What follows belongs to an exercise in optimizing a design on an open flow for small area, a short achievable clock period and few clock cycles; a production flow would make more cautious choices. Where RTL was checked, it was by simulation tests only, not by an equivalence proof against the original. Power figures rest on the tool's default switching activity, not on a simulated workload.

// udp_tx_engine
module udp_tx_engine (
    input  wire        clk,
    input  wire        rst,
    input  wire        cmd_valid,
    output wire        cmd_ready,
    input  wire        cmd_op,
    input  wire [15:0] cmd_sport,
    input  wire [15:0] cmd_dport,
    input  wire [31:0] cmd_dst_ip,
    input  wire [15:0] cmd_len,
    input  wire        in_valid,
    output wire        in_ready,
    input  wire [7:0]  in_data,
    output wire        out_valid,
    input  wire        out_ready,
    output wire [7:0]  out_data,
    output wire        out_last,
    output wire        res_valid,
    output wire [1:0]  res_code,
    output wire [15:0] res_cksum
);
Size in the first run: ~740 cells after synthesis, about 130 I/O pins, ~7700 µm² of cells after synthesis.
export LEC_CHECK = 0
export CAP_MARGIN = 20
export CORE_MARGIN = 2
export CORE_UTILIZATION = 40
export CTS_BUF_LIST = sky130_fd_sc_hd__clkbuf_4 sky130_fd_sc_hd__clkbuf_8
export PLACE_DENSITY = 0.6
export SETUP_SLACK_MARGIN = 3.6
export SLEW_MARGIN = 20
create_clock -name core_clock -period 6.0 [get_ports {clk}]
standard.sh (not shown) runs the stock make flow with config.mk's settings and CLKGATE_MAP_FILE= SYNTH_SCRIPT=/design/flow/synth_recipe.tcl, a recipe that flattens the netlist after the stock synthesis.
==> flow/flow/run.sh <==
#!/bin/bash
# Layout flow: the standard ORFS flow, with small plain buffers (rather than
# the delay cell buffer_ports picks by default) as the port buffers.
set -euo pipefail
bash standard.sh BUFFER_PORTS_ARGS="-buffer_cell sky130_fd_sc_hd__buf_1" finish > orfs_make.log 2>&1
Testbench counts at the start, summed over its fixed seeds: cycles 200,144.
==> next run, changes <==
--- a/flow/design.v
+++ b/flow/design.v
@@ -12,21 +12,21 @@
     reg [7:0] nx, ny;
     reg       c;
     function [8:0] add8c(input [7:0] a, input [7:0] b, input ci);
         reg [8:0] g, p, gn, pn;
         integer i, d;
         begin
             g = {a & b, ci};
             p = {a ^ b, 1'b0};
-            for (d = 1; d < 9; d = d * 2) begin
+            for (d = 1; d < 9; d = d * 2) begin     
                 for (i = 0; i < 9; i = i + 1) begin
-                    if (i >= d) begin
-                        gn[i] = g[i] | (p[i] & g[i-d]);
-                        pn[i] = p[i] & p[i-d];
+                    if ((i / d) % 2 == 1) begin
+                        gn[i] = g[i] | (p[i] & g[(i / d) * d - 1]);
+                        pn[i] = p[i] & p[(i / d) * d - 1];
                     end else begin
                         gn[i] = g[i];
                         pn[i] = p[i];
                     end
                 end
                 g = gn;
                 p = pn;
             end
@@ -95,35 +95,35 @@
     reg [7:0]  od;
     reg        ol;
     reg        rv, rck, rbig;
     function [15:0] dec16(input [15:0] a);       
         reg [15:0] z, zn;                        
         integer i, d;
         begin
             z = {~a[14:0], 1'b1};
-            for (d = 1; d < 16; d = d * 2) begin
+            for (d = 1; d < 16; d = d * 2) begin    
                 for (i = 0; i < 16; i = i + 1)
-                    zn[i] = (i >= d) ? (z[i] & z[i-d]) : z[i];
+                    zn[i] = ((i / d) % 2 == 1) ? (z[i] & z[(i / d) * d - 1]) : z[i];
                 z = zn;
             end
             dec16 = a ^ z;
         end
     endfunction
     function [11:0] add12(input [11:0] a, input [11:0] b);
         reg [11:0] g, p, gn, pn;
         integer i, d;
         begin
             g = {a[10:0] & b[10:0], 1'b0};
             p = {a[10:0] ^ b[10:0], 1'b0};
-            for (d = 1; d < 12; d = d * 2) begin
+            for (d = 1; d < 12; d = d * 2) begin    
                 for (i = 0; i < 12; i = i + 1) begin
-                    if (i >= d) begin
-                        gn[i] = g[i] | (p[i] & g[i-d]);
-                        pn[i] = p[i] & p[i-d];
+                    if ((i / d) % 2 == 1) begin
+                        gn[i] = g[i] | (p[i] & g[(i / d) * d - 1]);
+                        pn[i] = p[i] & p[(i / d) * d - 1];
                     end else begin
                         gn[i] = g[i];
                         pn[i] = p[i];
                     end
                 end
                 g = gn;
                 p = pn;
             end
@@ -172,40 +172,39 @@
         .step    (cu_step),
         .byte_in ((kv ? sd : 8'd0) | hb),
         .carry   (cu_carry),
         .nx_q    (cu_nx),
         .ny_q    (cu_ny),
         .c_q     (cu_carry_q)
     );
     wire kodd_n = fire_ck ? 1'b0 : (kodd ^ cu_step);
-    wire [11:0] tot_len = add12(cnt[11:0], 12'd28);
-    wire [11:0] udp_len = add12(cnt[11:0], 12'd8);
+    wire [11:0] hdr_len = add12(cnt[11:0], hidx[5] ? 12'd8 : 12'd28);
     reg [7:0] hbyte;
     always @* begin
         case (hidx)
             6'd0:  hbyte = 8'h52;  6'd1:  hbyte = 8'h55;  6'd2:  hbyte = 8'h0a;
             6'd3:  hbyte = 8'h00;  6'd4:  hbyte = 8'h02;  6'd5:  hbyte = 8'h02;
             6'd6:  hbyte = 8'h52;  6'd7:  hbyte = 8'h54;  6'd8:  hbyte = 8'h00;
             6'd9:  hbyte = 8'h12;  6'd10: hbyte = 8'h34;  6'd11: hbyte = 8'h56;
             6'd12: hbyte = 8'h08;  6'd13: hbyte = 8'h00;
             6'd14: hbyte = 8'h45;  6'd15: hbyte = 8'h00;
-            6'd16: hbyte = {4'd0, tot_len[11:8]};
-            6'd17: hbyte = tot_len[7:0];
+            6'd16: hbyte = {4'd0, hdr_len[11:8]};
+            6'd17: hbyte = hdr_len[7:0];
             6'd22: hbyte = 8'd100; 6'd23: hbyte = 8'd17;
             6'd24: hbyte = cu_ny;
             6'd25: hbyte = cu_nx;
             6'd26: hbyte = 8'h0a;  6'd27: hbyte = 8'h00;
             6'd28: hbyte = 8'h02;  6'd29: hbyte = 8'h0f;
             6'd30: hbyte = dst[31:24]; 6'd31: hbyte = dst[23:16];
             6'd32: hbyte = dst[15:8];  6'd33: hbyte = dst[7:0];
             6'd34: hbyte = sp[15:8];   6'd35: hbyte = sp[7:0];
             6'd36: hbyte = dp[15:8];   6'd37: hbyte = dp[7:0];
-            6'd38: hbyte = {4'd0, udp_len[11:8]};
-            6'd39: hbyte = udp_len[7:0];
+            6'd38: hbyte = {4'd0, hdr_len[11:8]};
+            6'd39: hbyte = hdr_len[7:0];
             default: hbyte = 8'h00;
         endcase
     end
     wire fire    = fire_udp | fire_ck;
     wire hv_n    = (hv & ~xfer) | fire_udp;
     wire up_n    = xfer ? cnz : (up & ~(pay_fire & cnt_one));
     wire cnz_n   = fire ? c_nz : (in_fire ? ~cnt_one : cnz);
     wire ck_done = rv & rck;                  
The changed run passed the timing, DRC and antenna checks.
Total power hardly moves.
Worst setup slack is worse by 530 ps.
Wire length rose by 5.8%.
Cell area went up by 0.96%.
Utilization rose by 0.96 points.
Cell count decreases by 4.3%.
Only the layout flow was run in the second run of this note; the RTL was not checked for function there.

## re-timing with driven ports
How much do the figures lean on ideal ports? The routed layouts below were timed once more, with nothing changed but the port constraints. Step 1 sets driving cells, clkbuf_16 on the clock port and buf_2 on the other inputs (assumed; they add their load-dependent delay and slew). Step 2 moves the port delays by t, midway between the first and last clock arrival at a register: inputs arrive t later, outputs are due t later. That takes back most of the time a late clock gives input paths. a / b / c = no drivers / after step 1 / after step 2; a / b = the first two.
run | shift t [ns] | setup slack, ns | clock arrival spread, ns
the first run | 0.496 | 3.646 / 3.607 / 3.316 | 0.020 / 0.020
the second run | 0.494 | 3.111 / 3.111 / 3.111 | 0.016 / 0.015
After both steps setup and hold are still met in every run listed. The setup slack of the first run, which loses most, moves by -0.039 ns with the drivers and by -0.330 ns with both steps.
